This design comes from an exercise in tuning for small area, a short achievable clock period and few clock cycles on the open sky130 flow, not from production work. Only simulation tests tie the RTL to the original design; equivalence was not proved. Power is estimated from default activity; no workload was simulated.

### flow/design.v
module sbse (
    input  wire        clk,
    input  wire        rst,
    input  wire        go,
    input  wire [19:0] start,
    input  wire [19:0] stop,
    output wire        ready,
    output wire        done,
    output reg         err,
    output reg  [19:0] count,
    output reg  [39:0] sum
);
    localparam STOP_MAX = 20'hFFFF9;     
    localparam NPRIME   = 8'd170;        
    localparam ND       = 16;            
    localparam S_IDLE   = 4'd0,
               S_CHECK  = 4'd1,
               S_CHECK2 = 4'd2,
               S_SETUP  = 4'd3,
               S_RANGE  = 4'd4,
               S_RANGE2 = 4'd5,
               S_RANGE3 = 4'd6,
               S_SEG    = 4'd7,
               S_SIEVE  = 4'd8,
               S_READ   = 4'd9,
               S_FLUSH  = 4'd10,
               S_FIN0   = 4'd11,
               S_MUL    = 4'd12,
               S_LAST   = 4'd13,
               S_RANGE4 = 4'd14,
               S_LAST2  = 4'd15;
    reg [3:0]  state;
    reg        done_q, ready_q;
    assign done  = done_q;
    assign ready = ready_q;
    reg [19:0] r_start, r_stop;    
    reg [1:0]  rs, re;             
    reg [9:0]  root;               
    reg [12:0] srem;
    reg [4:0]  step;
    reg [1:0]  n23;                
    reg [2:0]  s23;                
    reg        bad;
    reg [18:0] j0;                 
    reg [18:0] jhi;                
    reg [19:0] rlen;               
    reg [8:0]  seg_len;            
    reg        seg_last;
    reg [4:0]  nw;                 
    reg [3:0]  ridx;
    reg        rd_on;              
    reg [8:0]  rd_len;
    reg [4:0]  rd_nw;
    reg [255:0] sb;                
    integer k, s;
    reg [7:0] rom_a;
    reg [9:0] rom_q;
    always @(*) begin
        case (rom_a)
            8'd0: rom_q = 10'd5;
            8'd1: rom_q = 10'd7;
            8'd2: rom_q = 10'd11;
            8'd3: rom_q = 10'd13;
            8'd4: rom_q = 10'd17;
            8'd5: rom_q = 10'd19;
            8'd6: rom_q = 10'd23;
            8'd7: rom_q = 10'd29;
            8'd8: rom_q = 10'd31;
            8'd9: rom_q = 10'd37;
            8'd10: rom_q = 10'd41;
            8'd11: rom_q = 10'd43;
            8'd12: rom_q = 10'd47;
            8'd13: rom_q = 10'd53;
            8'd14: rom_q = 10'd59;
            8'd15: rom_q = 10'd61;
            8'd16: rom_q = 10'd67;
            8'd17: rom_q = 10'd71;
            8'd18: rom_q = 10'd73;
            8'd19: rom_q = 10'd79;
            8'd20: rom_q = 10'd83;
            8'd21: rom_q = 10'd89;
            8'd22: rom_q = 10'd97;
            8'd23: rom_q = 10'd101;
            8'd24: rom_q = 10'd103;
            8'd25: rom_q = 10'd107;
            8'd26: rom_q = 10'd109;
            8'd27: rom_q = 10'd113;
            8'd28: rom_q = 10'd127;
            8'd29: rom_q = 10'd131;
            8'd30: rom_q = 10'd137;
            8'd31: rom_q = 10'd139;
            8'd32: rom_q = 10'd149;
            8'd33: rom_q = 10'd151;
            8'd34: rom_q = 10'd157;
            8'd35: rom_q = 10'd163;
            8'd36: rom_q = 10'd167;
            8'd37: rom_q = 10'd173;
            8'd38: rom_q = 10'd179;
            8'd39: rom_q = 10'd181;
            8'd40: rom_q = 10'd191;
            8'd41: rom_q = 10'd193;
            8'd42: rom_q = 10'd197;
            8'd43: rom_q = 10'd199;
            8'd44: rom_q = 10'd211;
            8'd45: rom_q = 10'd223;
            8'd46: rom_q = 10'd227;
            8'd47: rom_q = 10'd229;
            8'd48: rom_q = 10'd233;
            8'd49: rom_q = 10'd239;
            8'd50: rom_q = 10'd241;
            8'd51: rom_q = 10'd251;
            8'd52: rom_q = 10'd257;
            8'd53: rom_q = 10'd263;
            8'd54: rom_q = 10'd269;
            8'd55: rom_q = 10'd271;
            8'd56: rom_q = 10'd277;
            8'd57: rom_q = 10'd281;
            8'd58: rom_q = 10'd283;
            8'd59: rom_q = 10'd293;
            8'd60: rom_q = 10'd307;
            8'd61: rom_q = 10'd311;
            8'd62: rom_q = 10'd313;
            8'd63: rom_q = 10'd317;
            8'd64: rom_q = 10'd331;
            8'd65: rom_q = 10'd337;
            8'd66: rom_q = 10'd347;
            8'd67: rom_q = 10'd349;
            8'd68: rom_q = 10'd353;
            8'd69: rom_q = 10'd359;
            8'd70: rom_q = 10'd367;
            8'd71: rom_q = 10'd373;
            8'd72: rom_q = 10'd379;
            8'd73: rom_q = 10'd383;
            8'd74: rom_q = 10'd389;
            8'd75: rom_q = 10'd397;
            8'd76: rom_q = 10'd401;
            8'd77: rom_q = 10'd409;
            8'd78: rom_q = 10'd419;
            8'd79: rom_q = 10'd421;
            8'd80: rom_q = 10'd431;
            8'd81: rom_q = 10'd433;
            8'd82: rom_q = 10'd439;
            8'd83: rom_q = 10'd443;
            8'd84: rom_q = 10'd449;
            8'd85: rom_q = 10'd457;
            8'd86: rom_q = 10'd461;
            8'd87: rom_q = 10'd463;
            8'd88: rom_q = 10'd467;
            8'd89: rom_q = 10'd479;
            8'd90: rom_q = 10'd487;
            8'd91: rom_q = 10'd491;
            8'd92: rom_q = 10'd499;
            8'd93: rom_q = 10'd503;
            8'd94: rom_q = 10'd509;
            8'd95: rom_q = 10'd521;
            8'd96: rom_q = 10'd523;
            8'd97: rom_q = 10'd541;
            8'd98: rom_q = 10'd547;
            8'd99: rom_q = 10'd557;
            8'd100: rom_q = 10'd563;
            8'd101: rom_q = 10'd569;
            8'd102: rom_q = 10'd571;
            8'd103: rom_q = 10'd577;
            8'd104: rom_q = 10'd587;
            8'd105: rom_q = 10'd593;
            8'd106: rom_q = 10'd599;
            8'd107: rom_q = 10'd601;
            8'd108: rom_q = 10'd607;
            8'd109: rom_q = 10'd613;
            8'd110: rom_q = 10'd617;
            8'd111: rom_q = 10'd619;
            8'd112: rom_q = 10'd631;
            8'd113: rom_q = 10'd641;
            8'd114: rom_q = 10'd643;
            8'd115: rom_q = 10'd647;
            8'd116: rom_q = 10'd653;
            8'd117: rom_q = 10'd659;
            8'd118: rom_q = 10'd661;
            8'd119: rom_q = 10'd673;
            8'd120: rom_q = 10'd677;
            8'd121: rom_q = 10'd683;
            8'd122: rom_q = 10'd691;
            8'd123: rom_q = 10'd701;
            8'd124: rom_q = 10'd709;
            8'd125: rom_q = 10'd719;
            8'd126: rom_q = 10'd727;
            8'd127: rom_q = 10'd733;
            8'd128: rom_q = 10'd739;
            8'd129: rom_q = 10'd743;
            8'd130: rom_q = 10'd751;
            8'd131: rom_q = 10'd757;
            8'd132: rom_q = 10'd761;
            8'd133: rom_q = 10'd769;
            8'd134: rom_q = 10'd773;
            8'd135: rom_q = 10'd787;
            8'd136: rom_q = 10'd797;
            8'd137: rom_q = 10'd809;
            8'd138: rom_q = 10'd811;
            8'd139: rom_q = 10'd821;
            8'd140: rom_q = 10'd823;
            8'd141: rom_q = 10'd827;
            8'd142: rom_q = 10'd829;
            8'd143: rom_q = 10'd839;
            8'd144: rom_q = 10'd853;
            8'd145: rom_q = 10'd857;
            8'd146: rom_q = 10'd859;
            8'd147: rom_q = 10'd863;
            8'd148: rom_q = 10'd877;
            8'd149: rom_q = 10'd881;
            8'd150: rom_q = 10'd883;
            8'd151: rom_q = 10'd887;
            8'd152: rom_q = 10'd907;
            8'd153: rom_q = 10'd911;
            8'd154: rom_q = 10'd919;
            8'd155: rom_q = 10'd929;
            8'd156: rom_q = 10'd937;
            8'd157: rom_q = 10'd941;
            8'd158: rom_q = 10'd947;
            8'd159: rom_q = 10'd953;
            8'd160: rom_q = 10'd967;
            8'd161: rom_q = 10'd971;
            8'd162: rom_q = 10'd977;
            8'd163: rom_q = 10'd983;
            8'd164: rom_q = 10'd991;
            8'd165: rom_q = 10'd997;
            8'd166: rom_q = 10'd1009;
            8'd167: rom_q = 10'd1013;
            8'd168: rom_q = 10'd1019;
            8'd169: rom_q = 10'd1021;
        default: rom_q = 10'd1023;
        endcase
    end
    function [3:0] div3_step;      
        input [1:0] r;
        input [1:0] d;
        reg [3:0] v;
        begin
            v = {r, d};
            if (v >= 4'd9)      div3_step = {2'd3, v[1:0] - 2'd1};
            else if (v >= 4'd6) div3_step = {2'd2, v[1:0] - 2'd2};
            else if (v >= 4'd3) div3_step = {2'd1, v[1:0] - 2'd3};
            else                div3_step = {2'd0, v[1:0]};
        end
    endfunction
    function [8:0] div3_10;        
        input [9:0] p;
        reg [3:0] d;
        reg [1:0] r;
        reg [9:0] q;
        integer i;
        begin
            r = 2'd0;
            for (i = 4; i >= 0; i = i - 1) begin
                d = div3_step(r, p[2*i +: 2]);
                q[2*i +: 2] = d[3:2];
                r = d[1:0];
            end
            div3_10 = q[8:0];
        end
    endfunction
    wire [3:0]  ds_s  = div3_step(rs, r_start[19:18]);
    wire [3:0]  ds_e  = div3_step(re, r_stop[19:18]);
    wire [12:0] sq_r  = {srem[10:0], r_stop[19:18]};
    wire [12:0] sq_t  = {1'b0, root, 2'b01};
    wire [12:0] sq_d  = sq_r - sq_t;
    reg        issuing;
    reg [7:0]  pi, pi1;
    reg [9:0]  nextp;
    reg        cut;                
    reg        gap;
    reg [12:0] bx2;
    reg [11:0] bt;
    wire iss_ok = issuing && !gap && !cut && (pi != NPRIME);
    always @(*) rom_a = iss_ok ? pi1 : pi;
    reg [ND:0] dv;
    reg [9:0]  dp0, dp1, dp2, dp3, dp4, dp5, dp6, dp7, dp8, dp9, dp10, dp11, dp12, dp13, dp14, dp15, dp16;
    wire [1:0] dr0 = j0[18:17];
    reg [2:0]  dr1;
    reg [3:0]  dr2;
    reg [4:0]  dr3;
    reg [5:0]  dr4;
    reg [6:0]  dr5;
    reg [7:0]  dr6;
    reg [8:0]  dr7;
    reg [9:0]  dr8;
    reg [9:0]  dr9;
    reg [9:0]  dr10;
    reg [9:0]  dr11;
    reg [9:0]  dr12;
    reg [9:0]  dr13;
    reg [9:0]  dr14;
    reg [9:0]  dr15;
    reg [9:0]  dr16;
    reg [8:0]  da15, da16;         
    reg [10:0] db16;               
    wire [2:0] dv1 = {dr0, j0[16]};
    wire [3:0] dd1 = {1'b0, dv1} - {1'b0, dp0[2:0]};
    wire       ds1 = (dp0[9:3] == 7'd0) && !dd1[3];
    wire [3:0] dv2 = {dr1, j0[15]};
    wire [4:0] dd2 = {1'b0, dv2} - {1'b0, dp1[3:0]};
    wire       ds2 = (dp1[9:4] == 6'd0) && !dd2[4];
    wire [4:0] dv3 = {dr2, j0[14]};
    wire [5:0] dd3 = {1'b0, dv3} - {1'b0, dp2[4:0]};
    wire       ds3 = (dp2[9:5] == 5'd0) && !dd3[5];
    wire [5:0] dv4 = {dr3, j0[13]};
    wire [6:0] dd4 = {1'b0, dv4} - {1'b0, dp3[5:0]};
    wire       ds4 = (dp3[9:6] == 4'd0) && !dd4[6];
    wire [6:0] dv5 = {dr4, j0[12]};
    wire [7:0] dd5 = {1'b0, dv5} - {1'b0, dp4[6:0]};
    wire       ds5 = (dp4[9:7] == 3'd0) && !dd5[7];
    wire [7:0] dv6 = {dr5, j0[11]};
    wire [8:0] dd6 = {1'b0, dv6} - {1'b0, dp5[7:0]};
    wire       ds6 = (dp5[9:8] == 2'd0) && !dd6[8];
    wire [8:0] dv7 = {dr6, j0[10]};
    wire [9:0] dd7 = {1'b0, dv7} - {1'b0, dp6[8:0]};
    wire       ds7 = (dp6[9:9] == 1'd0) && !dd7[9];
    wire [9:0] dv8 = {dr7, j0[9]};
    wire [10:0] dd8 = {1'b0, dv8} - {1'b0, dp7[9:0]};
    wire       ds8 = !dd8[10];
    wire [10:0] dv9 = {dr8, j0[8]};
    wire [11:0] dd9 = {1'b0, dv9} - {2'b00, dp8};
    wire [10:0] dv10 = {dr9, j0[7]};
    wire [11:0] dd10 = {1'b0, dv10} - {2'b00, dp9};
    wire [10:0] dv11 = {dr10, j0[6]};
    wire [11:0] dd11 = {1'b0, dv11} - {2'b00, dp10};
    wire [10:0] dv12 = {dr11, j0[5]};
    wire [11:0] dd12 = {1'b0, dv12} - {2'b00, dp11};
    wire [10:0] dv13 = {dr12, j0[4]};
    wire [11:0] dd13 = {1'b0, dv13} - {2'b00, dp12};
    wire [10:0] dv14 = {dr13, j0[3]};
    wire [11:0] dd14 = {1'b0, dv14} - {2'b00, dp13};
    wire [10:0] dv15 = {dr14, j0[2]};
    wire [11:0] dd15 = {1'b0, dv15} - {2'b00, dp14};
    wire [10:0] dv16 = {dr15, j0[1]};
    wire [11:0] dd16 = {1'b0, dv16} - {2'b00, dp15};
    reg        f1v, f1skip;
    reg [11:0] f1A, f1B;
    reg [10:0] f1t;
    wire [10:0] fR    = {dr16, j0[0]};                
    wire        skipA = (j0[18:9] == 10'd0) && (j0[8:0] <= da16);
    reg        f2v;
    reg [12:0] f2A, f2B, f2A2, f2B2;
    reg [11:0] f2t2;
    wire [12:0] f1At  = {f1A[11], f1A} + {2'b0, f1t};
    wire [12:0] f1Bt  = {f1B[11], f1B} + {2'b0, f1t};
    wire [12:0] f1At2 = {f1A[11], f1A} + {1'b0, f1t, 1'b0};
    wire [12:0] f1Bt2 = {f1B[11], f1B} + {1'b0, f1t, 1'b0};
    wire        f1cA  = f1A[11] || f1skip;
    reg [12:0] mA, mB, mA2, mB2;
    reg [11:0] mt2;
    reg         inA, inB, inA2, inB2;      
    wire [12:0] mA_x  = f2v ? f2A  : (mA  + {1'b0, mt2});
    wire [12:0] mB_x  = f2v ? f2B  : (mB  + {1'b0, mt2});
    wire [12:0] mA2_x = f2v ? f2A2 : (mA2 + {1'b0, mt2});
    wire [12:0] mB2_x = f2v ? f2B2 : (mB2 + {1'b0, mt2});
    wire        inA_x  = (state != S_SEG) && (f2v || inA) && (mA_x  < {4'd0, seg_len});
    wire        inB_x  = (state != S_SEG) && (f2v || inB) && (mB_x  < {4'd0, seg_len});
    wire        inA2_x = (state != S_SEG) && (f2v || inA) && (mA2_x < {4'd0, seg_len});
    wire        inB2_x = (state != S_SEG) && (f2v || inB) && (mB2_x < {4'd0, seg_len});
    reg [15:0] rowA, colA, rowB, colB, rowA2, colA2, rowB2, colB2;
    always @(*) begin
        for (k = 0; k < 16; k = k + 1) begin
            rowA[k]  = inA  && (mA[7:4]  == k);
            colA[k]  = (mA[3:0]  == k);
            rowB[k]  = inB  && (mB[7:4]  == k);
            colB[k]  = (mB[3:0]  == k);
            rowA2[k] = inA2 && (mA2[7:4] == k);
            colA2[k] = (mA2[3:0] == k);
            rowB2[k] = inB2 && (mB2[7:4] == k);
            colB2[k] = (mB2[3:0] == k);
        end
    end
    wire pipe_empty = !issuing && (dv == {(ND+1){1'b0}}) && !f1v && !f2v && !inA && !inB;
    reg        rv1, rv2, rv3, rv4, rv5;
    reg [4:0]  r2c;
    reg [7:0]  r2ci;
    reg [3:0]  r2par;
    reg [6:0]  rc3;
    reg        mbit, in_mul;
    reg [15:0] rm;
    reg [3:0]  q_ev, q_od, q_b1, q_b2, q_b3;
    reg [4:0]  rc;
    reg [9:0]  re_w;
    reg [22:0] k48;                
    reg [39:0] rx;                 
    reg        scy;                
    wire [15:0] rword = sb[{ridx, 4'd0} +: 16];
    reg  [15:0] rmask;
    always @(*) begin
        for (k = 0; k < 16; k = k + 1)
            rmask[k] = rd_len[8] || (ridx < rd_len[7:4]) ||
                       (ridx == rd_len[7:4] && k < rd_len[3:0]);
    end
    function [3:0] pc8;
        input [7:0] x;
        begin
            pc8 = {3'd0, x[0]} + {3'd0, x[1]} + {3'd0, x[2]} + {3'd0, x[3]}
                + {3'd0, x[4]} + {3'd0, x[5]} + {3'd0, x[6]} + {3'd0, x[7]};
        end
    endfunction
    wire [4:0] c_w   = {1'b0, q_ev} + {1'b0, q_od};
    wire [7:0] ci_w  = {4'd0, q_od} + {3'd0, q_b1, 1'b0} + {2'd0, q_b2, 2'b0} + {1'd0, q_b3, 3'b0};
    wire [9:0] e_w   = {1'b0, r2ci, 1'b0} + {2'b0, r2ci} + {5'd0, r2c} + {6'd0, r2par};
    wire [20:0] sum_lo  = {1'b0, sum[19:0]} + {1'b0, rx[19:0]};
    wire [19:0] sum_hi  = sum[39:20] + rx[39:20] + {19'd0, scy};
    wire [16:0] cnt_op  = (state == S_LAST) ? {15'd0, n23} : (rv4 ? {12'd0, rc} : 17'd0);
    wire [16:0] cnt_nx  = count[16:0] + cnt_op;
    wire [18:0] last_w = j0 + {10'd0, rd_nw - 5'd1, 4'd0};
    reg [3:0]  ph5, ph7;
    reg [4:0]  ph11, ph13;
    reg [15:0] pat, pat_q;         
    always @(*) begin
        for (k = 0; k < 16; k = k + 1)
            pat[k] = (ph5_x  == (1  + 10 * 2 - k) % 10) || (ph5_x  == (8  + 10 * 2 - k) % 10) ||
                     (ph7_x  == (2  + 14 * 2 - k) % 14) || (ph7_x  == (11 + 14 * 2 - k) % 14) ||
                     (ph11_x == (3  + 22 - k) % 22)     || (ph11_x == (18 + 22 - k) % 22) ||
                     (ph13_x == (4  + 26 - k) % 26)     || (ph13_x == (21 + 26 - k) % 26);
    end
    wire [3:0] ph5_n  = (ph5  >= 4'd4)  ? ph5  - 4'd4  : ph5  + 4'd6;     
    wire [3:0] ph7_n  = (ph7  >= 4'd12) ? ph7  - 4'd12 : ph7  + 4'd2;     
    wire [4:0] ph11_n = (ph11 >= 5'd6)  ? ph11 - 5'd6  : ph11 + 5'd16;    
    wire [4:0] ph13_n = (ph13 >= 5'd10) ? ph13 - 5'd10 : ph13 + 5'd16;    
    reg [3:0]  ph5_x, ph7_x;
    reg [4:0]  ph11_x, ph13_x;
    always @(*) begin
        ph5_x  = ph5;
        ph7_x  = ph7;
        ph11_x = ph11;
        ph13_x = ph13;
        if (dv[ND]) begin
            if (dp16 == 10'd5)  ph5_x  = (fR[3:0] >= 4'd4) ? fR[3:0] - 4'd4 : fR[3:0] + 4'd6;
            if (dp16 == 10'd7)  ph7_x  = (fR[3:0] >= 4'd10) ? fR[3:0] - 4'd10 : fR[3:0] + 4'd4;
            if (dp16 == 10'd11) ph11_x = (fR[4:0] >= 5'd8) ? fR[4:0] - 5'd8 : fR[4:0] + 5'd14;
            if (dp16 == 10'd13) ph13_x = (fR[4:0] >= 5'd4) ? fR[4:0] - 5'd4 : fR[4:0] + 5'd22;
        end else if (rd_on) begin
            ph5_x  = ph5_n;
            ph7_x  = ph7_n;
            ph11_x = ph11_n;
            ph13_x = ph13_n;
        end
    end
    wire set_all = (state == S_CHECK2);
    reg [15:0] set_w;
    always @(*) begin
        for (k = 0; k < 16; k = k + 1)
            set_w[k] = set_all || (rd_on && ridx == k);
    end
    always @(posedge clk) begin
        for (s = 0; s < 256; s = s + 1)
            sb[s] <= (set_w[s/16] ? pat_q[s%16] : sb[s]) |
                     (rowA[s/16] & colA[s%16]) | (rowB[s/16] & colB[s%16]) |
                     (rowA2[s/16] & colA2[s%16]) | (rowB2[s/16] & colB2[s%16]);
        nextp <= rom_q;
        cut   <= (nextp > root);
        if (iss_ok) begin
            gap <= ({nextp, 2'b00} < {3'd0, seg_len});
            bx2 <= {nextp, 3'b000};
            bt  <= {nextp, 2'b00};
        end else if (gap) begin
            gap <= (bx2 < {4'd0, seg_len});
            bx2 <= bx2 + bt;
        end
        if (state == S_SEG) begin
            gap <= 1'b0;
            cut <= 1'b0;
        end
        dp0 <= nextp;
        dr1 <= ds1 ? dd1[2:0] : dv1;
        dp1 <= dp0;
        dr2 <= ds2 ? dd2[3:0] : dv2;
        dp2 <= dp1;
        dr3 <= ds3 ? dd3[4:0] : dv3;
        dp3 <= dp2;
        dr4 <= ds4 ? dd4[5:0] : dv4;
        dp4 <= dp3;
        dr5 <= ds5 ? dd5[6:0] : dv5;
        dp5 <= dp4;
        dr6 <= ds6 ? dd6[7:0] : dv6;
        dp6 <= dp5;
        dr7 <= ds7 ? dd7[8:0] : dv7;
        dp7 <= dp6;
        dr8 <= ds8 ? dd8[9:0] : dv8;
        dp8 <= dp7;
        dr9 <= dd9[11] ? dv9[9:0] : dd9[9:0];
        dp9 <= dp8;
        dr10 <= dd10[11] ? dv10[9:0] : dd10[9:0];
        dp10 <= dp9;
        dr11 <= dd11[11] ? dv11[9:0] : dd11[9:0];
        dp11 <= dp10;
        dr12 <= dd12[11] ? dv12[9:0] : dd12[9:0];
        dp12 <= dp11;
        dr13 <= dd13[11] ? dv13[9:0] : dd13[9:0];
        dp13 <= dp12;
        dr14 <= dd14[11] ? dv14[9:0] : dd14[9:0];
        dp14 <= dp13;
        dr15 <= dd15[11] ? dv15[9:0] : dd15[9:0];
        dp15 <= dp14;
        dr16 <= dd16[11] ? dv16[9:0] : dd16[9:0];
        dp16 <= dp15;
        da15 <= div3_10(dp14);
        da16 <= da15;
        db16 <= {da15, 2'b00} + {2'b00, da15} + 11'd1 + {9'd0, da15[0], 1'b0};
        pat_q <= (state == S_CHECK) ? 16'd0 : pat;
        ph5  <= ph5_x;
        ph7  <= ph7_x;
        ph11 <= ph11_x;
        ph13 <= ph13_x;
        f1A    <= {3'd0, da16} - {1'b0, fR};
        f1B    <= {1'b0, db16} - {1'b0, fR};
        f1t    <= {dp16, 1'b0};
        f1skip <= skipA;
        f2A    <= f1cA    ? f1At  : {1'b0, f1A};
        f2A2   <= f1cA    ? f1At2 : f1At;
        f2B    <= f1B[11] ? f1Bt  : {1'b0, f1B};
        f2B2   <= f1B[11] ? f1Bt2 : f1Bt;
        f2t2   <= {f1t, 1'b0};
        if (f2v)
            mt2 <= f2t2;
        if (f2v || inA) begin
            mA  <= mA_x;
            mA2 <= mA2_x;
        end
        if (f2v || inB) begin
            mB  <= mB_x;
            mB2 <= mB2_x;
        end
        rm   <= ~rword & rmask;
        q_ev <= pc8({rm[14], rm[12], rm[10], rm[8], rm[6], rm[4], rm[2], rm[0]});
        q_od <= pc8({rm[15], rm[13], rm[11], rm[9], rm[7], rm[5], rm[3], rm[1]});
        q_b1 <= pc8({rm[15:14], rm[11:10], rm[7:6], rm[3:2]});
        q_b2 <= pc8({rm[15:12], rm[7:4]});
        q_b3 <= pc8(rm[15:8]);
        r2c   <= c_w;
        r2ci  <= ci_w;
        r2par <= j0[0] ? q_ev : q_od;
        rc    <= r2c;
        rc3   <= {2'b00, r2c} + {1'b0, r2c, 1'b0};
        re_w  <= e_w;
    end
    always @(posedge clk) begin
        if (rst) begin
            state   <= S_IDLE;
            done_q  <= 1'b0;
            ready_q <= 1'b1;
            issuing <= 1'b0;
            dv      <= {(ND+1){1'b0}};
            f1v     <= 1'b0;
            f2v     <= 1'b0;
            rd_on   <= 1'b0;
            in_mul  <= 1'b0;
            rv1     <= 1'b0;
            rv2     <= 1'b0;
            rv3     <= 1'b0;
            rv4     <= 1'b0;
            rv5     <= 1'b0;
            inA     <= 1'b0;
            inB     <= 1'b0;
            inA2    <= 1'b0;
            inB2    <= 1'b0;
        end else begin
            dv  <= {dv[ND-1:0], iss_ok};
            f1v <= dv[ND];
            f2v <= f1v;
            inA  <= inA_x;
            inB  <= inB_x;
            inA2 <= inA2_x;
            inB2 <= inB2_x;
            if (issuing && !iss_ok && !gap)
                issuing <= 1'b0;
            if (rd_on && {1'b0, ridx} == rd_nw - 5'd1)
                rd_on <= 1'b0;
            rv1 <= rd_on;
            rv2 <= rv1;
            rv3 <= rv2;
            rv4 <= rv3;
            rv5 <= rv4;
            case (state)
            S_IDLE: begin
                if (go) begin
                    state   <= S_CHECK;
                    done_q  <= 1'b0;
                    ready_q <= 1'b0;
                end
            end
            S_CHECK:  state <= S_CHECK2;
            S_CHECK2: begin
                if (bad) begin
                    state   <= S_IDLE;
                    done_q  <= 1'b1;
                    ready_q <= 1'b1;
                end else
                    state <= S_SETUP;
            end
            S_SETUP:  if (step == 5'd9) state <= S_RANGE;
            S_RANGE:  state <= S_RANGE2;
            S_RANGE2: state <= S_RANGE4;
            S_RANGE4: state <= S_RANGE3;
            S_RANGE3: begin
                if (rlen[19] || rlen == 20'd0) begin
                    state   <= S_IDLE;
                    done_q  <= 1'b1;
                    ready_q <= 1'b1;
                end else
                    state <= S_SEG;
            end
            S_SEG: begin
                issuing <= 1'b1;
                state   <= S_SIEVE;
            end
            S_SIEVE: begin
                if (pipe_empty) begin
                    rd_on <= 1'b1;
                    state <= seg_last ? S_READ : S_SEG;
                end
            end
            S_READ:  if (!rd_on) state <= S_FLUSH;
            S_FLUSH: if (!rv1 && !rv2 && !rv3 && !rv4 && !rv5) state <= S_FIN0;
            S_FIN0: begin
                in_mul <= 1'b1;
                state  <= S_MUL;
            end
            S_MUL: begin
                if (step == 5'd17) begin
                    in_mul <= 1'b0;
                    state  <= S_LAST;
                end
            end
            S_LAST:  state <= S_LAST2;
            S_LAST2: begin
                state   <= S_IDLE;
                done_q  <= 1'b1;
                ready_q <= 1'b1;
            end
            default: state <= S_IDLE;
            endcase
        end
    end
    always @(posedge clk) begin
        if (iss_ok) begin
            pi  <= pi1;
            pi1 <= pi1 + 8'd1;
        end
        if (rd_on)
            ridx <= ridx + 4'd1;
        if (rv4 || state == S_LAST)
            count <= {3'd0, cnt_nx};
        if (rv4)
            k48 <= k48 + {12'd0, rc3, 4'd0};
        if (in_mul)
            rx <= mbit ? {r_stop, r_start} : 40'd0;
        else if (rv4)
            rx <= {{16{1'b0}}, 14'd0, re_w} - {17'd0, k48};
        else
            rx <= 40'd0;
        if (state != S_IDLE) begin
            sum <= {sum_hi, sum_lo[19:0]};
            scy <= sum_lo[20];
        end
        case (state)
        S_IDLE: begin
            if (go) begin
                r_start <= start;
                r_stop  <= stop;
            end
        end
        S_CHECK: begin
            rs   <= 2'd0;
            re   <= 2'd0;
            root <= 10'd0;
            srem <= 13'd0;
            step <= 5'd0;
            count <= 20'd0;
            k48  <= 23'd0;
            bad  <= (r_start == 20'd0) || (r_start > r_stop) || (r_stop > STOP_MAX);
            n23  <= ((r_start <= 20'd2 && r_stop >= 20'd2) ? 2'd1 : 2'd0)
                  + ((r_start <= 20'd3 && r_stop >= 20'd3) ? 2'd1 : 2'd0);
            s23  <= ((r_start <= 20'd2 && r_stop >= 20'd2) ? 3'd2 : 3'd0)
                  + ((r_start <= 20'd3 && r_stop >= 20'd3) ? 3'd3 : 3'd0);
        end
        S_CHECK2: begin
            err <= bad;
            sum <= bad ? 40'd0 : {37'd0, s23};
            scy <= 1'b0;
            count <= 20'd0;
        end
        S_SETUP: begin
            rs <= ds_s[1:0];
            re <= ds_e[1:0];
            if (!sq_d[12]) begin
                srem <= sq_d;
                root <= {root[8:0], 1'b1};
            end else begin
                srem <= sq_r;
                root <= {root[8:0], 1'b0};
            end
            r_start <= {r_start[17:0], ds_s[3:2]};
            r_stop  <= {r_stop[17:0], ds_e[3:2]};
            step    <= step + 5'd1;
        end
        S_RANGE: begin
            j0  <= (rs == 2'd2 && !r_start[0]) ? r_start[18:0] + 19'd1 : r_start[18:0];
            jhi <= ({1'b0, re} < 3'd1 + {2'b00, r_stop[0]}) ? r_stop[18:0] : r_stop[18:0] + 19'd1;
        end
        S_RANGE2: begin
            if (j0 == 19'd0)
                j0 <= 19'd1;
        end
        S_RANGE4: rlen <= {1'b0, jhi} - {1'b0, j0};
        S_RANGE3: begin
            if (rlen[19] || rlen == 20'd0)
                count <= {18'd0, n23};
            pi  <= 8'd0;
            pi1 <= 8'd1;
        end
        S_SEG: begin
            seg_len  <= (rlen[19:8] != 12'd0) ? 9'd256 : rlen[8:0];
            seg_last <= (rlen[19:8] == 12'd0) || (rlen == 20'd256);
            nw       <= (rlen[19:8] != 12'd0) ? 5'd16 : ({1'b0, rlen[7:4]} + {4'd0, |rlen[3:0]});
        end
        S_SIEVE: begin
            if (pipe_empty) begin
                ridx   <= 4'd0;
                rd_len <= seg_len;
                rd_nw  <= nw;
                if (!seg_last) begin
                    j0    <= j0 + 19'd256;
                    rlen  <= rlen - 20'd256;
                    pi    <= 8'd4;
                    pi1   <= 8'd5;
                end
            end
        end
        S_FLUSH: {r_stop, r_start} <= {21'd0, last_w};
        S_FIN0: begin
            {r_stop, r_start} <= {19'd0, {2'b00, r_start[18:0]} + {1'b0, r_start[18:0], 1'b0}};
            step <= 5'd1;
            mbit <= count[0];
        end
        S_MUL: begin
            {r_stop, r_start} <= {r_stop[18:0], r_start, 1'b0};
            step <= step + 5'd1;
            mbit <= count[step];
        end
        default: ;
        endcase
    end
endmodule
### flow/config.mk
export PLATFORM = sky130hd
export DESIGN_NAME = sbse
export DESIGN_NICKNAME = sbse
export VERILOG_FILES = /design/flow/design.v
export SDC_FILE = /design/flow/constraint.sdc
export NUM_CORES = 4
export LEC_CHECK = 0
export CAP_MARGIN = 20
export CORE_MARGIN = 2
export CORE_UTILIZATION = 40
export PLACE_DENSITY = 0.6
export SLEW_MARGIN = 20
### flow/constraint.sdc
create_clock -name core_clock -period 12.0 [get_ports {clk}]
set_input_delay 2.4000 -clock core_clock [delete_from_list [all_inputs] [get_ports {clk}]]
set_output_delay 2.4000 -clock core_clock [all_outputs]
set_load 0.01 [all_outputs]
### flow/run.sh
#!/bin/bash
# synth_recipe.tcl (not shown) runs the flow's synth.tcl, then flattens the netlist and writes it again
# the make line also repeats each setting of config.mk as NAME=value (left out here)
make -C /OpenROAD-flow-scripts/flow DESIGN_CONFIG=/design/flow/config.mk WORK_HOME=/design/flow/orfs CLKGATE_MAP_FILE= SYNTH_SCRIPT=/design/flow/synth_recipe.tcl finish
==> summary.txt, run 1 <==
* Status: timing/DRC/antenna clean
* Ys flop type: dfxtp_1
* Synth warnings at 1
* Endpoints failing setup at 0
* Final Skew at 0.0273 ns
* Fillcell total at 16.5k
* CP Launch Type: register
* Detailed-route DRC error count at 0
* Leakage at about 31 nW
* Final worst path period share at 0.354
* PwrDens at about 240 nW/um^2
* Commonest non-fill, non-tap cell in the layout: dfxtp_1
* Worst endpoint data arrival time at roughly 1.9 ns
* Critical path's slowest cell: clkdlybuf4s50_1
* H-tree depth at 4
* Worst Tran Pin Value at approximately 1.2 ns
* Final hold viol count at 0
* Buffers & Inverters on Critical Path at 1
* RSZ-0062 raised after global routing: false
* Via-to-Cell Ratio at 6.05
* Share of cells above drive strength 1 at 0.0968
* Num rows at ~150
* Cell variety after synth at around 110
* Fin Hold WS at 0.319 ns
* Initial antenna violation count at 5
* GR Overflow Total at 0
* Cell Area, Synth at 70300 sq um
* Syn nets at between 8k and 9k
* Sequential cell area at 26900 sq um
* Peak VDD IR at roughly 0.15 mV
* Syn Inst Count at between 7k and 8k
* Die ar. at 179000 sq um
* Worst skew pair latency at a little over 0.8 ns
* Final layout net count at about 8.1k
* # port buffers at 105
* Worst path required time at between 9 and 10 ns
* Initial Utilization at 0.404
* Register area share after synthesis at 0.383
* Router iterations before antenna repair at 12
* DRT antenna net count at 0
* GP Congestion at slightly above 1
* Clock Tree Buf Depth at 3
* Fin crit period at between 4 and 5 ns
* Number of synthesized flops with an enable pin at ~280
* Max-cap violations at 0
* Tot GR Track Use at 0.262
* Yosys top cell by area: dfxtp_1
* Commonest non-fill, non-tap cells in the layout: dfxtp_1, nand2_1, ha_1
* Hold-fix buffers, CTS at 0
* Largest net degree at the start of global routing at slightly below 70
* Crit-path cells: clkdlybuf4s50_1
* Root Buffer: clkbuf_16
* Total clock buffers created by CTS at around 140
* Routed WL per cell at roughly 25 um
* Kind of end point of the critical path: output pin
* Setup TNS Final at 0 ns
* Multi-input gate area at a little over 40000 sq um
* Post-cts sizing count at 0
* Hold WC Path Type: reg2reg
* Iter 0 DRT Violations at between 6k and 7k
* IO Count at between 100 and 150
* WS Path Type: reg2out
* Synth area leaders: dfxtp_1, edfxtp_1, ha_1
* Die Ht at roughly 420 um
* Vias in the first global route at a little under 60k
* CP peak stage delay at ~0.6 ns
* Core Box Area at between 150000 and 200000 sq um
* Final slew viol count at 0
* Crit Path Max Fanout at 6
* Clock sink total at between 1k and 1.5k
* Area delta synth->final at 12.5%
* Placed wire-length estimate at between 150000 and 200000 um
* Seq cells post-synth at roughly 1.2k
* Rel. slew slack at 0.172
* Die Wd at 423 um
* Peak Freq at 235 MHz
* Vias at approximately 60k
* Syn_area_per_cell at 9.52 sq um
* First-pass GRT wire length at 362000 um
* CP delay by family, top: buffers and inverters
* CTS tree: done
* Ys async rst share at 0
* Post-CTS setup buffers at 0
* Top cell type's share of synthesized area at 0.262
* Final Routed Wirelength at 241000 um
* Clock slew at reported path FFs at about 0.060 ns
## stage by stage
stage	setup slack [ns]	utilization	total power [mW]	area, sq um	cells
global placement	7.67	0.426	14.2	74200	9576
finish	7.75	0.454	19.0	79100	9837
global route	7.67	0.454	20.2	79100	9835
detailed placement	7.67	0.426	14.4	74300	9579
CTS	7.71	0.454	19.0	79000	9835
floorplan	6.95	-	12.1	70300	7386
## path summary, 6_finish.rpt
path / from / to / slack, ns / cells after the start
max: count[10]$_DFF_P_ / count[10] / 7.75 / 1
min: f1B[0]$_DFF_P_ / f2B2[0]$_DFF_P_ / 0.32 / 0
max reg2reg: gap$_SDFF_PP0_ / nextp[4]$_DFF_P_ / 7.91 / 13
min reg2reg: f1B[0]$_DFF_P_ / f2B2[0]$_DFF_P_ / 0.32 / 0
## kinds of logic after synthesis
logic type,synth area share
fa+ha+maj,0.120
buf+inv,0.0478
flops,0.383
simple gates,0.129
xor+xnor,0.0506
mux,0.0876
compound gates,0.182
## state kept, by name, summed over array words and instances (netlist names), 12 cells and up
register and cells:
count 20, dv 17, f1A 12, f1B 12, f2A 12, f2A2 13, f2B 12, f2B2 13
j0 19, jhi 19, k48 19, mA 13, mA2 13, mB 13, mB2 13, pat_q 16
r_start 20, r_stop 20, rlen 20, rm 16, rx 40, sb 256, sum 40
## final cells by class
| class | count | share of cell area |
|---|---|---|
| repair buffers | 232 | 0.0255 |
| multi-input cells | 5298 | 0.512 |
| diodes | 2 | 0.0000633 |
| inverters | 521 | 0.0248 |
| flip-flops and latches | 1203 | 0.340 |
| clock buffers | 202 | 0.0514 |
| clock inverters | 54 | 0.00892 |
| well taps | 2325 | 0.0368 |
## report_power, final
part           internal, mW  total, mW  switching (mW)
Clock                  2.63       4.45            1.82
Combinational          3.66       7.88            4.22
Sequential             5.48       6.62            1.14
Total                  11.8       19.0            7.18
## cells in the mapped netlist, drive strengths merged (85+ instances only)
| cell type | number |
|---|---|
| edfxtp | 283 |
| xor2 | 112 |
| o2111ai | 247 |
| dfxtp | 920 |
| mux2 | 120 |
| ha | 557 |
| o21ai | 281 |
| clkbuf | 317 |
| nor3 | 159 |
| a21o | 124 |
| xnor2 | 294 |
| a21oi | 335 |
| nand2 | 666 |
| nor2b | 91 |
| a22oi | 251 |
| inv | 521 |
| nand3 | 152 |
| nor2 | 528 |
| mux4 | 85 |
| mux2i | 287 |
## metal layers
metal | GRT usage | wire, um | vias to the layer above
li1 | - | - | 27000
met1 | 0.336 | 98500 | 28700
met2 | 0.411 | 106000 | 2931
met3 | 0.0673 | 22600 | 896
met4 | 0.124 | 13800 | 4
met5 | 0.00296 | 121 | -
Testbench counts, summed over its fixed seeds: cycles 43,932.
==> run 2: changes to the inputs <==
--- a/flow/design.v
+++ b/flow/design.v
@@ -13,5 +13,5 @@
     localparam STOP_MAX = 20'hFFFF9;     
     localparam NPRIME   = 8'd170;        
-    localparam ND       = 16;            
+    localparam ND       = 14;       
     localparam S_IDLE   = 4'd0,
                S_CHECK  = 4'd1,
@@ -266,17 +266,16 @@
     reg        issuing;
     reg [7:0]  pi, pi1;
-    reg [9:0]  nextp;
-    reg        cut;                
-    reg        gap;
-    reg [12:0] bx2;
+    reg        pend;               
+    reg        gapr;
+    reg [13:0] bx;
     reg [11:0] bt;
-    wire iss_ok = issuing && !gap && !cut && (pi != NPRIME);
-    always @(*) rom_a = iss_ok ? pi1 : pi;
+    wire cut     = dp0 > root;
+    wire gap_now = dv[0] ? ({dp0, 2'b00} < {3'd0, seg_len}) : gapr;
+    wire iss_ok  = issuing && !gap_now && !cut && !pend;
+    always @(*) rom_a = pi;
     reg [ND:0] dv;
-    reg [9:0]  dp0, dp1, dp2, dp3, dp4, dp5, dp6, dp7, dp8, dp9, dp10, dp11, dp12, dp13, dp14, dp15, dp16;
+    reg [9:0]  dp0, dp1, dp2, dp3, dp4, dp5, dp6, dp7, dp8, dp9, dp10, dp11, dp12, dp13, dp14;
     wire [1:0] dr0 = j0[18:17];
-    reg [2:0]  dr1;
     reg [3:0]  dr2;
-    reg [4:0]  dr3;
     reg [5:0]  dr4;
     reg [6:0]  dr5;
@@ -292,4 +291,6 @@
     reg [9:0]  dr15;
     reg [9:0]  dr16;
+    wire [9:0] dpA = dp12, dpL = dp14;
+    wire [9:0] drL = dr16;
     reg [8:0]  da15, da16;         
     reg [10:0] db16;               
@@ -297,45 +298,47 @@
     wire [3:0] dd1 = {1'b0, dv1} - {1'b0, dp0[2:0]};
     wire       ds1 = (dp0[9:3] == 7'd0) && !dd1[3];
+    wire [2:0] dr1 = ds1 ? dd1[2:0] : dv1;
     wire [3:0] dv2 = {dr1, j0[15]};
-    wire [4:0] dd2 = {1'b0, dv2} - {1'b0, dp1[3:0]};
-    wire       ds2 = (dp1[9:4] == 6'd0) && !dd2[4];
+    wire [4:0] dd2 = {1'b0, dv2} - {1'b0, dp0[3:0]};
+    wire       ds2 = (dp0[9:4] == 6'd0) && !dd2[4];
     wire [4:0] dv3 = {dr2, j0[14]};
-    wire [5:0] dd3 = {1'b0, dv3} - {1'b0, dp2[4:0]};
-    wire       ds3 = (dp2[9:5] == 5'd0) && !dd3[5];
+    wire [5:0] dd3 = {1'b0, dv3} - {1'b0, dp1[4:0]};
+    wire       ds3 = (dp1[9:5] == 5'd0) && !dd3[5];
+    wire [4:0] dr3 = ds3 ? dd3[4:0] : dv3;
     wire [5:0] dv4 = {dr3, j0[13]};
-    wire [6:0] dd4 = {1'b0, dv4} - {1'b0, dp3[5:0]};
-    wire       ds4 = (dp3[9:6] == 4'd0) && !dd4[6];
+    wire [6:0] dd4 = {1'b0, dv4} - {1'b0, dp1[5:0]};
+    wire       ds4 = (dp1[9:6] == 4'd0) && !dd4[6];
     wire [6:0] dv5 = {dr4, j0[12]};
-    wire [7:0] dd5 = {1'b0, dv5} - {1'b0, dp4[6:0]};
-    wire       ds5 = (dp4[9:7] == 3'd0) && !dd5[7];
+    wire [7:0] dd5 = {1'b0, dv5} - {1'b0, dp2[6:0]};
+    wire       ds5 = (dp2[9:7] == 3'd0) && !dd5[7];
     wire [7:0] dv6 = {dr5, j0[11]};
-    wire [8:0] dd6 = {1'b0, dv6} - {1'b0, dp5[7:0]};
-    wire       ds6 = (dp5[9:8] == 2'd0) && !dd6[8];
+    wire [8:0] dd6 = {1'b0, dv6} - {1'b0, dp3[7:0]};
+    wire       ds6 = (dp3[9:8] == 2'd0) && !dd6[8];
     wire [8:0] dv7 = {dr6, j0[10]};
-    wire [9:0] dd7 = {1'b0, dv7} - {1'b0, dp6[8:0]};
-    wire       ds7 = (dp6[9:9] == 1'd0) && !dd7[9];
+    wire [9:0] dd7 = {1'b0, dv7} - {1'b0, dp4[8:0]};
+    wire       ds7 = (dp4[9:9] == 1'd0) && !dd7[9];
     wire [9:0] dv8 = {dr7, j0[9]};
-    wire [10:0] dd8 = {1'b0, dv8} - {1'b0, dp7[9:0]};
+    wire [10:0] dd8 = {1'b0, dv8} - {1'b0, dp5[9:0]};
     wire       ds8 = !dd8[10];
     wire [10:0] dv9 = {dr8, j0[8]};
-    wire [11:0] dd9 = {1'b0, dv9} - {2'b00, dp8};
+    wire [11:0] dd9 = {1'b0, dv9} - {2'b00, dp6};
     wire [10:0] dv10 = {dr9, j0[7]};
-    wire [11:0] dd10 = {1'b0, dv10} - {2'b00, dp9};
+    wire [11:0] dd10 = {1'b0, dv10} - {2'b00, dp7};
     wire [10:0] dv11 = {dr10, j0[6]};
-    wire [11:0] dd11 = {1'b0, dv11} - {2'b00, dp10};
+    wire [11:0] dd11 = {1'b0, dv11} - {2'b00, dp8};
     wire [10:0] dv12 = {dr11, j0[5]};
-    wire [11:0] dd12 = {1'b0, dv12} - {2'b00, dp11};
+    wire [11:0] dd12 = {1'b0, dv12} - {2'b00, dp9};
     wire [10:0] dv13 = {dr12, j0[4]};
-    wire [11:0] dd13 = {1'b0, dv13} - {2'b00, dp12};
+    wire [11:0] dd13 = {1'b0, dv13} - {2'b00, dp10};
     wire [10:0] dv14 = {dr13, j0[3]};
-    wire [11:0] dd14 = {1'b0, dv14} - {2'b00, dp13};
+    wire [11:0] dd14 = {1'b0, dv14} - {2'b00, dp11};
     wire [10:0] dv15 = {dr14, j0[2]};
-    wire [11:0] dd15 = {1'b0, dv15} - {2'b00, dp14};
+    wire [11:0] dd15 = {1'b0, dv15} - {2'b00, dp12};
     wire [10:0] dv16 = {dr15, j0[1]};
-    wire [11:0] dd16 = {1'b0, dv16} - {2'b00, dp15};
+    wire [11:0] dd16 = {1'b0, dv16} - {2'b00, dp13};
     reg        f1v, f1skip;
     reg [11:0] f1A, f1B;
     reg [10:0] f1t;
-    wire [10:0] fR    = {dr16, j0[0]};                
+    wire [10:0] fR    = {drL, j0[0]};                
     wire        skipA = (j0[18:9] == 10'd0) && (j0[8:0] <= da16);
     reg        f2v;
@@ -349,4 +352,6 @@
     reg [12:0] mA, mB, mA2, mB2;
     reg [11:0] mt2;
+    reg [13:0] mlm;                
+    reg [13:0] f2lm;
     reg         inA, inB, inA2, inB2;      
     wire [12:0] mA_x  = f2v ? f2A  : (mA  + {1'b0, mt2});
@@ -354,8 +359,9 @@
     wire [12:0] mA2_x = f2v ? f2A2 : (mA2 + {1'b0, mt2});
     wire [12:0] mB2_x = f2v ? f2B2 : (mB2 + {1'b0, mt2});
-    wire        inA_x  = (state != S_SEG) && (f2v || inA) && (mA_x  < {4'd0, seg_len});
-    wire        inB_x  = (state != S_SEG) && (f2v || inB) && (mB_x  < {4'd0, seg_len});
-    wire        inA2_x = (state != S_SEG) && (f2v || inA) && (mA2_x < {4'd0, seg_len});
-    wire        inB2_x = (state != S_SEG) && (f2v || inB) && (mB2_x < {4'd0, seg_len});
+    wire        mlm_ok = !mlm[13];
+    wire        inA_x  = (state != S_SEG) && (f2v ? (f2A  < {4'd0, seg_len}) : (inA && mlm_ok && (mA  < mlm[12:0])));
+    wire        inB_x  = (state != S_SEG) && (f2v ? (f2B  < {4'd0, seg_len}) : (inB && mlm_ok && (mB  < mlm[12:0])));
+    wire        inA2_x = (state != S_SEG) && (f2v ? (f2A2 < {4'd0, seg_len}) : (inA && mlm_ok && (mA2 < mlm[12:0])));
+    wire        inB2_x = (state != S_SEG) && (f2v ? (f2B2 < {4'd0, seg_len}) : (inB && mlm_ok && (mB2 < mlm[12:0])));
     reg [15:0] rowA, colA, rowB, colB, rowA2, colA2, rowB2, colB2;
     always @(*) begin
@@ -403,6 +409,8 @@
     wire [9:0] e_w   = {1'b0, r2ci, 1'b0} + {2'b0, r2ci} + {5'd0, r2c} + {6'd0, r2par};
     wire [20:0] sum_lo  = {1'b0, sum[19:0]} + {1'b0, rx[19:0]};
-    wire [19:0] sum_hi  = sum[39:20] + rx[39:20] + {19'd0, scy};
-    wire [16:0] cnt_op  = (state == S_LAST) ? {15'd0, n23} : (rv4 ? {12'd0, rc} : 17'd0);
+    wire [20:0] sum_hc  = {sum[39:20], 1'b1} + {rx[39:20], scy};
+    wire [19:0] sum_hi  = sum_hc[20:1];
+    reg         lastf;
+    wire [16:0] cnt_op  = lastf ? {15'd0, n23} : (rv4 ? {12'd0, rc} : 17'd0);
     wire [16:0] cnt_nx  = count[16:0] + cnt_op;
     wire [18:0] last_w = j0 + {10'd0, rd_nw - 5'd1, 4'd0};
@@ -428,15 +436,20 @@
         ph11_x = ph11;
         ph13_x = ph13;
-        if (dv[ND]) begin
-            if (dp16 == 10'd5)  ph5_x  = (fR[3:0] >= 4'd4) ? fR[3:0] - 4'd4 : fR[3:0] + 4'd6;
-            if (dp16 == 10'd7)  ph7_x  = (fR[3:0] >= 4'd10) ? fR[3:0] - 4'd10 : fR[3:0] + 4'd4;
-            if (dp16 == 10'd11) ph11_x = (fR[4:0] >= 5'd8) ? fR[4:0] - 5'd8 : fR[4:0] + 5'd14;
-            if (dp16 == 10'd13) ph13_x = (fR[4:0] >= 5'd4) ? fR[4:0] - 5'd4 : fR[4:0] + 5'd22;
-        end else if (rd_on) begin
-            ph5_x  = ph5_n;
-            ph7_x  = ph7_n;
+        if (dv[ND] && dpL == 10'd5)
+            ph5_x = (fR[3:0] >= 4'd4) ? fR[3:0] - 4'd4 : fR[3:0] + 4'd6;
+        else if (rd_on)
+            ph5_x = ph5_n;
+        if (dv[ND] && dpL == 10'd7)
+            ph7_x = (fR[3:0] >= 4'd10) ? fR[3:0] - 4'd10 : fR[3:0] + 4'd4;
+        else if (rd_on)
+            ph7_x = ph7_n;
+        if (dv[ND] && dpL == 10'd11)
+            ph11_x = (fR[4:0] >= 5'd8) ? fR[4:0] - 5'd8 : fR[4:0] + 5'd14;
+        else if (rd_on)
             ph11_x = ph11_n;
+        if (dv[ND] && dpL == 10'd13)
+            ph13_x = (fR[4:0] >= 5'd4) ? fR[4:0] - 5'd4 : fR[4:0] + 5'd22;
+        else if (rd_on)
             ph13_x = ph13_n;
-        end
     end
     wire set_all = (state == S_CHECK2);
@@ -451,52 +464,44 @@
                      (rowA[s/16] & colA[s%16]) | (rowB[s/16] & colB[s%16]) |
                      (rowA2[s/16] & colA2[s%16]) | (rowB2[s/16] & colB2[s%16]);
-        nextp <= rom_q;
-        cut   <= (nextp > root);
-        if (iss_ok) begin
-            gap <= ({nextp, 2'b00} < {3'd0, seg_len});
-            bx2 <= {nextp, 3'b000};
-            bt  <= {nextp, 2'b00};
-        end else if (gap) begin
-            gap <= (bx2 < {4'd0, seg_len});
-            bx2 <= bx2 + bt;
-        end
-        if (state == S_SEG) begin
-            gap <= 1'b0;
-            cut <= 1'b0;
+        if (dv[0]) begin
+            gapr <= ({dp0, 3'b000} < {4'd0, seg_len});
+            bx   <= {1'b0, dp0, 3'b000} + {2'b00, dp0, 2'b00};
+            bt   <= {dp0, 2'b00};
+        end else begin
+            gapr <= gapr && (bx < {5'd0, seg_len});
+            bx   <= bx + {2'b00, bt};
         end
-        dp0 <= nextp;
-        dr1 <= ds1 ? dd1[2:0] : dv1;
-        dp1 <= dp0;
+        if (state == S_SEG)
+            gapr <= 1'b0;
+        dp0 <= rom_q;
         dr2 <= ds2 ? dd2[3:0] : dv2;
-        dp2 <= dp1;
-        dr3 <= ds3 ? dd3[4:0] : dv3;
-        dp3 <= dp2;
+        dp1 <= dp0;
         dr4 <= ds4 ? dd4[5:0] : dv4;
-        dp4 <= dp3;
+        dp2 <= dp1;
         dr5 <= ds5 ? dd5[6:0] : dv5;
-        dp5 <= dp4;
+        dp3 <= dp2;
         dr6 <= ds6 ? dd6[7:0] : dv6;
-        dp6 <= dp5;
+        dp4 <= dp3;
         dr7 <= ds7 ? dd7[8:0] : dv7;
-        dp7 <= dp6;
+        dp5 <= dp4;
         dr8 <= ds8 ? dd8[9:0] : dv8;
-        dp8 <= dp7;
+        dp6 <= dp5;
         dr9 <= dd9[11] ? dv9[9:0] : dd9[9:0];
-        dp9 <= dp8;
+        dp7 <= dp6;
         dr10 <= dd10[11] ? dv10[9:0] : dd10[9:0];
-        dp10 <= dp9;
+        dp8 <= dp7;
         dr11 <= dd11[11] ? dv11[9:0] : dd11[9:0];
-        dp11 <= dp10;
+        dp9 <= dp8;
         dr12 <= dd12[11] ? dv12[9:0] : dd12[9:0];
-        dp12 <= dp11;
+        dp10 <= dp9;
         dr13 <= dd13[11] ? dv13[9:0] : dd13[9:0];
-        dp13 <= dp12;
+        dp11 <= dp10;
         dr14 <= dd14[11] ? dv14[9:0] : dd14[9:0];
-        dp14 <= dp13;
+        dp12 <= dp11;
         dr15 <= dd15[11] ? dv15[9:0] : dd15[9:0];
-        dp15 <= dp14;
+        dp13 <= dp12;
         dr16 <= dd16[11] ? dv16[9:0] : dd16[9:0];
-        dp16 <= dp15;
-        da15 <= div3_10(dp14);
+        dp14 <= dp13;
+        da15 <= div3_10(dpA);
         da16 <= da15;
         db16 <= {da15, 2'b00} + {2'b00, da15} + 11'd1 + {9'd0, da15[0], 1'b0};
@@ -508,5 +513,5 @@
         f1A    <= {3'd0, da16} - {1'b0, fR};
         f1B    <= {1'b0, db16} - {1'b0, fR};
-        f1t    <= {dp16, 1'b0};
+        f1t    <= {dpL, 1'b0};
         f1skip <= skipA;
         f2A    <= f1cA    ? f1At  : {1'b0, f1A};
@@ -515,6 +520,9 @@
         f2B2   <= f1B[11] ? f1Bt2 : f1Bt;
         f2t2   <= {f1t, 1'b0};
-        if (f2v)
+        f2lm   <= {5'd0, seg_len} - {2'b00, f1t, 1'b0};
+        if (f2v) begin
             mt2 <= f2t2;
+            mlm <= f2lm;
+        end
         if (f2v || inA) begin
             mA  <= mA_x;
@@ -566,5 +574,5 @@
             inA2 <= inA2_x;
             inB2 <= inB2_x;
-            if (issuing && !iss_ok && !gap)
+            if (issuing && !gap_now && (cut || pend))
                 issuing <= 1'b0;
             if (rd_on && {1'b0, ridx} == rd_nw - 5'd1)
@@ -638,10 +646,12 @@
     always @(posedge clk) begin
         if (iss_ok) begin
-            pi  <= pi1;
-            pi1 <= pi1 + 8'd1;
+            pi   <= pi1;
+            pi1  <= pi1 + 8'd1;
+            pend <= (pi1 == NPRIME);
         end
         if (rd_on)
             ridx <= ridx + 4'd1;
-        if (rv4 || state == S_LAST)
+        lastf <= (state == S_MUL) && (step == 5'd17);
+        if (rv4 || lastf)
             count <= {3'd0, cnt_nx};
         if (rv4)
@@ -710,6 +720,7 @@
             if (rlen[19] || rlen == 20'd0)
                 count <= {18'd0, n23};
-            pi  <= 8'd0;
-            pi1 <= 8'd1;
+            pi   <= 8'd0;
+            pi1  <= 8'd1;
+            pend <= 1'b0;
         end
         S_SEG: begin
@@ -728,4 +739,5 @@
                     pi    <= 8'd4;
                     pi1   <= 8'd5;
+                    pend  <= 1'b0;
                 end
             end
==> flow/flow/run.sh (new file) <==
#!/bin/bash
# The standard layout (standard.sh), with the input and output port
# buffers chosen as sky130_fd_sc_hd__buf_4 instead of the resizer's default.
# The full make output goes to standard.log; ORFS keeps its per-step logs
# under orfs/logs.
set -euo pipefail
export BUFFER_PORTS_ARGS="-buffer_cell sky130_fd_sc_hd__buf_4"
bash standard.sh > standard.log 2>&1
==> flow/standard.sh (new file) <==
#!/bin/bash
# synth_recipe.tcl (not shown) runs the flow's synth.tcl, then flattens the netlist and writes it again
# the make line also repeats each setting of config.mk as NAME=value (left out here)
make -C /OpenROAD-flow-scripts/flow DESIGN_CONFIG=/design/flow/config.mk WORK_HOME=/design/flow/orfs CLKGATE_MAP_FILE= SYNTH_SCRIPT=/design/flow/synth_recipe.tcl "${@:-finish}"
removed: flow/run.sh
==> summary.txt, run 2 <==
* Routed WL per cell at ~24 um
* Post-CTS setup buffers at 0
* Root Buffer: clkbuf_16
* Tot GR Track Use at 0.257
* Biggest regs: sb x256, rx x40, sum x40
* Cell variety after synth at between 80 and 90
* Setup ws final at between 7 and 8 ns
* Initial antenna violation count at 6
* Final Skew at roughly 0.05 ns
* Leakage at 32.1 nW
* Synth warnings at 1
* Syn_area_per_cell at roughly 9.4 sq um
* Vias at ~60k
* Layout Cells excl Fill at 10.1k
* Via-to-Cell Ratio at 5.98
* Flop-to-flop setup slack at approximately 8 ns
* Most numerous cell in the Yosys netlist: dfxtp_1
* Yosys top cell by area: dfxtp_1
* Worst endpoint data arrival time at between 4 and 5 ns
* Area delta synth->final at 12.0%
* Syn Inst Count at between 7k and 8k
* Die Ht at between 400 and 500 um
* Max reg flops at approximately 260
* Max-cap violations at 0
* Reg2reg end: pat_q[10]$_SDFF_PP0_
* Final Routed Wirelength at ~240000 um
* RR Startpoint: j0[0]$_DFFE_PP_
* Vias in the first global route at 59.2k
* Multi-input gate area at 41400 sq um
* Register area share after synthesis at 0.375
* Hold Path Stages at 0
* Syn nets at about 8.3k
* Status: timing/DRC/antenna clean
* DRT antenna net count at 0
* Cell count after placement at slightly below 10k
* Reg2Reg Depth at 9
* Worst Tran Pin Value at 1.29 ns
* Total clock buffers created by CTS at between 100 and 150
* Iter 0 DRT Violations at roughly 6.4k
* Clock Tree Buf Depth at 3
* CTS tree: done
* WS Path Type: reg2reg
* Seq cells post-synth at 1192
* Final Util at 0.452
* Crit Path Max Fanout at 11
* GP Congestion at 1.01
* Final layout net count at between 8k and 9k
* CP Launch Type: register
* Largest net degree at the start of global routing at between 80 and 90
* Post-synth top cells: dfxtp_1, nand2_1, ha_1
* GR Overflow Total at 0
* Num rows at ~150
* Worst skew pair latency at between 0.8 and 0.9 ns
* Clock sink total at roughly 1.2k
* # port buffers at ~110
* Ys async rst share at 0
* H-tree depth at 4
* Synth area leaders: dfxtp_1, edfxtp_1, ha_1
* Cell Area, Synth at 71100 sq um
* Final worst path period share at 0.349
* Hold-fix buffers, CTS at 0
* First-pass GRT wire length at 360000 um
* Core Box Area at about 180000 sq um
* Clock slew at reported path FFs at ~0.060 ns
* Placed wire-length estimate at 164000 um
* Sequential cell area at around 27000 sq um
* Rel. slew slack at 0.135
* Kind of end point of the critical path: register
* RSZ-0062 raised after global routing: false
* Setup TNS Final at 0 ns
* Router iterations before antenna repair at 10
* Fin crit period at ~4.2 ns
* Fillcell total at around 17k
* Post-place setup slack at 7.84 ns
* Peak VDD IR at around 0.19 mV
* Post-cts sizing count at 0
* Largest register by flop count: sb
* IO Count at about 110
* Final slew viol count at 0
* Beginning of the critical path: j0[0]$_DFFE_PP_
* Commonest non-fill, non-tap cell in the layout: dfxtp_1
* Final hold viol count at 0
* Hold WC Path Type: reg2reg
* Commonest non-fill, non-tap cells in the layout: dfxtp_1, nand2_1, ha_1
* Initial Utilization at 0.403
* Die ar. at 181000 sq um
* Worst path required time at 12.61 ns
* Share of cells above drive strength 1 at 0.0923
* Number of synthesized flops with an enable pin at approximately 280
* Ys flop type: dfxtp_1
* Endpoints failing setup at 0
* Die Wd at 426 um
* Top cell type's share of synthesized area at 0.256
* Detailed-route DRC error count at 0
* Worst hold start: f1B[0]$_DFF_P_
* PwrDens at 227 nW/um^2
* Hold Crit Endpoint: f2B2[0]$_DFF_P_
* Peak Freq at ~240 MHz
==> run 2: changes by cell type after synthesis, sizes merged, moves of 14 or more <==
cell,delta
a22o,-21
mux2,-14
a21oi,+86
a311oi,-20
nand2,+41
xor2,+28
nand2b,+48
a21o,+35
xnor2,-22
ha,+79
nor2b,+22
o21ai,+51
==> run 2: worst max path at each step <==
| stage | cells after the start | slack [ns] | end |
|---|---|---|---|
| detailed placement | 16 | 7.84 | dr4[2]$_DFF_P_ |
| CTS | 16 | 7.82 | dr4[2]$_DFF_P_ |
| global route | 16 | 7.50 | dr4[2]$_DFF_P_ |
| floorplan | 3 | 6.95 | r_start[0]$_DFFE_PP_ |
| finish | 9 | 7.81 | pat_q[10]$_SDFF_PP0_ |
| global placement | 16 | 7.66 | dr4[2]$_DFF_P_ |
==> run 2: logic make-up after synthesis <==
family          after synthesis  synth area share
xor+xnor                    412            0.0507
compound gates             1867             0.177
buf+inv                     895            0.0474
fa+ha+maj                   709             0.132
simple gates               2033             0.132
mux                         484            0.0854
flops                      1192             0.375
==> run 2: stage by stage <==
step / total power, mW / area (sq um) / hold slack [ns]
floorplan: 11.6 / 71100 / 0.310
global placement: 13.4 / 74900 / 0.315
detailed placement: 13.6 / 74900 / 0.313
CTS: 18.1 / 79600 / 0.326
global route: 19.4 / 79700 / 0.329
finish: 18.1 / 79700 / 0.325
==> run 2: layer usage <==
metal | track usage | up-vias | routed length, um
li1 | - | 27500 | -
met2 | 0.404 | 2964 | 106000
met1 | 0.331 | 29000 | 97100
met3 | 0.0622 | 777 | 22900
met4 | 0.127 | 6 | 13300
met5 | 0 | - | 27
==> run 2: where the power goes <==
group / internal (mW) / switching, mW / leakage (nW) / total [mW]
clock network: 2.65 / 1.79 / 2.32 / 4.44
registers: 5.39 / 1.01 / 10.1 / 6.41
logic: 3.40 / 3.81 / 19.7 / 7.21
total: 11.4 / 6.62 / 32.1 / 18.1
==> run 2: area by class of cell <==
class / instances / share of cell area
Sequential cell: 1192 / 0.335
Clock inverter: 58 / 0.00887
Multi-Input combinational cell: 5505 / 0.520
Inverter: 538 / 0.0253
Clock buffer: 190 / 0.0504
Antenna cell: 5 / 0.000157
Timing Repair Buffer: 243 / 0.0230
Tap cell: 2340 / 0.0367
==> run 2: worst max-delay path: stages, from the launching register on <==
cell	delay, ns
edfxtp_1	0.70
buf_4	0.31
o41ai_1	0.79
mux2i_1	0.17
mux2i_1	0.78
inv_2	0.24
nand2_1	0.16
o22ai_1	0.10
a2111oi_0	0.62
a31oi_1	0.16
Testbench counts of run 2, summed over its fixed seeds: cycles 43,404.
==> run 3: changes to the inputs <==
==> flow/run.sh (new file) <==
#!/bin/bash
# synth_recipe.tcl (not shown) runs the flow's synth.tcl, then flattens the netlist and writes it again
# the make line also repeats each setting of config.mk as NAME=value (left out here)
make -C /OpenROAD-flow-scripts/flow DESIGN_CONFIG=/design/flow/config.mk WORK_HOME=/design/flow/orfs CLKGATE_MAP_FILE= SYNTH_SCRIPT=/design/flow/synth_recipe.tcl finish
removed: flow/flow/run.sh
removed: flow/standard.sh
==> summary.txt, run 3 <==
* Ys async rst share at 0
* Flop-to-flop setup slack at about 8 ns
* RR Startpoint: dr16[1]$_DFF_P_
* Hold-fix buffers, CTS at 0
* First-pass GRT wire length at 355000 um
* Commonest non-fill, non-tap cell in the layout: dfxtp_1
* Via-to-Cell Ratio at between 5 and 6
* Area delta synth->final at 12.7%
* Routed WL per cell at between 20 and 25 um
* CTS tree: done
* PwrDens at 226 nW/um^2
* Reg2reg end: pat_q[10]$_SDFF_PP0_
* Reg2Reg Depth at 11
* Kind of end point of the critical path: output pin
* Vias in the first global route at roughly 60k
* Commonest non-fill, non-tap cells in the layout: dfxtp_1, nand2_1, ha_1
* Hold Crit Endpoint: dp2[6]$_DFF_P_
* Fin crit period at about 4.2 ns
* Clock slew at reported path FFs at ~0.060 ns
* Finished Cell Area at approximately 80000 sq um
* Clock sink total at between 1k and 1.5k
* Most numerous cell in the Yosys netlist: dfxtp_1
* Max reg flops at 256
* Final hold viol count at 0
* Hold WC Path Type: reg2reg
* Number of synthesized flops with an enable pin at 284
* Die ar. at between 150000 and 200000 sq um
* Peak VDD IR at approximately 0.16 mV
* WS Path Type: reg2out
* Initial Utilization at 0.403
* Peak Freq at about 240 MHz
* Worst skew pair latency at 0.83 ns
* Final Skew at roughly 0.068 ns
* Yosys top cell by area: dfxtp_1
* Post-cts sizing count at 0
* Seq cells post-synth at about 1.2k
* Multi-input gate area at 41500 sq um
* CP peak stage delay at between 0.5 and 0.6 ns
* Synth area leaders: dfxtp_1, edfxtp_1, ha_1
* Worst path required time at around 9.6 ns
* Placed wire-length estimate at 163000 um
* # port buffers at 105
* Core Box Area at 176000 sq um
* Critical path's slowest cell: clkdlybuf4s50_1
* Hold Path Stages at 0
* Post-CTS setup buffers at 0
* Leakage at roughly 32 nW
* Status: timing/DRC/antenna clean
* Worst hold start: dp1[6]$_DFF_P_
* Root Buffer: clkbuf_16
* GR Overflow Total at 0
* DP Area at about 75000 sq um
* Biggest regs: sb x256, rx x40, sum x40
* Share of cells above drive strength 1 at 0.0787
* Buffers & Inverters on Critical Path at 1
* Ys flop type: dfxtp_1
* CP delay by family, top: buffers and inverters
* Worst endpoint data arrival time at roughly 1.8 ns
* Setup TNS Final at 0 ns
* Tot GR Track Use at 0.254
* Largest net degree at the start of global routing at 76
* DRT antenna net count at 0
* Die Ht at about 430 um
* Syn Inst Count at 7592
* Cell Area, Synth at between 70000 and 80000 sq um
* Syn nets at roughly 8.3k
* Clock Tree Buf Depth at 3
* Register area share after synthesis at 0.375
* Router iterations before antenna repair at 13
* Final layout net count at 8369
* Top cell type's share of synthesized area at 0.256
* Crit Path Max Fanout at 6
* Post-synth top cells: dfxtp_1, nand2_1, ha_1
* Final worst path period share at 0.351
* Initial antenna violation count at 8
* Largest register by flop count: sb
* Num rows at between 150 and 200
* Final Routed Wirelength at 235000 um
* Crit-path cells: clkdlybuf4s50_1
* Endpoints failing setup at 0
* Vias at 59.7k
* Fillcell total at between 15k and 20k
* CP Launch Type: register
* Cell variety after synth at 84
* Die Wd at ~430 um
* Iter 0 DRT Violations at 6377
* H-tree depth at 4
* Max-cap violations at 0
* Total clock buffers created by CTS at 142
* Rel. slew slack at 0.119
* IO Count at around 110
* Synth warnings at 1
* Worst Tran Pin Value at between 1 and 1.5 ns
* Sequential cell area at 26700 sq um
* Detailed-route DRC error count at 0
* RSZ-0062 raised after global routing: false
* Syn_area_per_cell at around 9.4 sq um
* GP Congestion at between 1 and 1.5
* Final slew viol count at 0
run 3: cell count changes in the layout (fill, tap and decap cells not counted), moves of 3 or more:
cell / previous run / this run
buf_4: 242 / 124
inv_6: 8 / 4
inv_16: 1 / 6
clkinv_1: 10 / 7
buf_16: 0 / 3
clkbuf_1: 24 / 36
nand2_1: 702 / 698
buf_8: 0 / 3
clkinv_8: 1 / 5
buf_6: 0 / 3
nor2_2: 32 / 29
clkdlybuf4s50_1: 0 / 104
nand2_2: 5 / 9
run 3: stage by stage:
step                      hold WS [ns]  worst slack [ns]  power [mW]  utilization  cells
after global routing             0.351              7.42        19.5        0.454  10100
final                            0.345              7.79        18.1        0.454  10100
after detailed placement         0.330              7.84        13.6        0.426   9809
after CTS                        0.344              7.73        18.2        0.454  10100
after floorplan                  0.310              6.95        11.6            -   7592
after global placement           0.329              7.79        13.4        0.425   9802
run 3: final cells by class:
cell class / count / area share
Timing Repair Buffer: 238 / 0.0267
Multi-Input combinational cell: 5505 / 0.517
Inverter: 538 / 0.0252
Clock inverter: 60 / 0.0104
Antenna cell: 5 / 0.000156
Sequential cell: 1192 / 0.333
Tap cell: 2340 / 0.0365
Clock buffer: 202 / 0.0506
run 3: worst reg2reg max path: stages, from the launching register on:
cell and delay, ns:
dfxtp_1 0.39, inv_1 0.28, ha_1 0.22, inv_1 0.06, o41ai_1 0.84, mux2i_1 0.21, mux2i_1 0.74, inv_2 0.23
nand2_1 0.15, o22ai_1 0.11, a2111oi_0 0.64, a31oi_1 0.15
run 3: cell families (layout without fill, tap and decap cells):
family                   Yosys count  in the layout  synth area share
other                              0              5                 0
AO/OA/AOI/OAI                   1867           1867             0.177
adder cells (fa/ha/maj)          709            709             0.132
flip-flops                      1192           1192             0.375
multiplexers                     484            484            0.0854
XOR/XNOR                         412            412            0.0507
AND/OR/NAND/NOR                 2033           2033             0.132
buffers and inverters            895           1038            0.0474
run 3: worst max-delay path by stage:
stage / from / endpoint / slack (ns) / cells past startpoint
global placement: dp1[1]$_DFF_P_ / dr4[2]$_DFF_P_ / 7.79 / 16
CTS: count[8]$_DFF_P_ / count[8] / 7.73 / 1
floorplan: go / r_start[0]$_DFFE_PP_ / 6.95 / 3
global route: dp1[1]$_DFF_P_ / dr4[2]$_DFF_P_ / 7.42 / 16
detailed placement: dp1[1]$_DFF_P_ / dr4[2]$_DFF_P_ / 7.84 / 16
finish: count[7]$_DFF_P_ / count[7] / 7.79 / 1
run 3: metal layers:
layer / vias to the layer above / share of wire / track usage
met5: - / 0.00036 / 0
met4: 8 / 0.060 / 0.131
met3: 789 / 0.093 / 0.0637
met2: 2860 / 0.44 / 0.398
met1: 28400 / 0.40 / 0.321
li1: 27600 / - / -
run 3: where the power goes:
part           switching [mW]  internal (mW)
Sequential              0.996           5.39
Clock                    1.84           2.67
Combinational            3.80           3.42
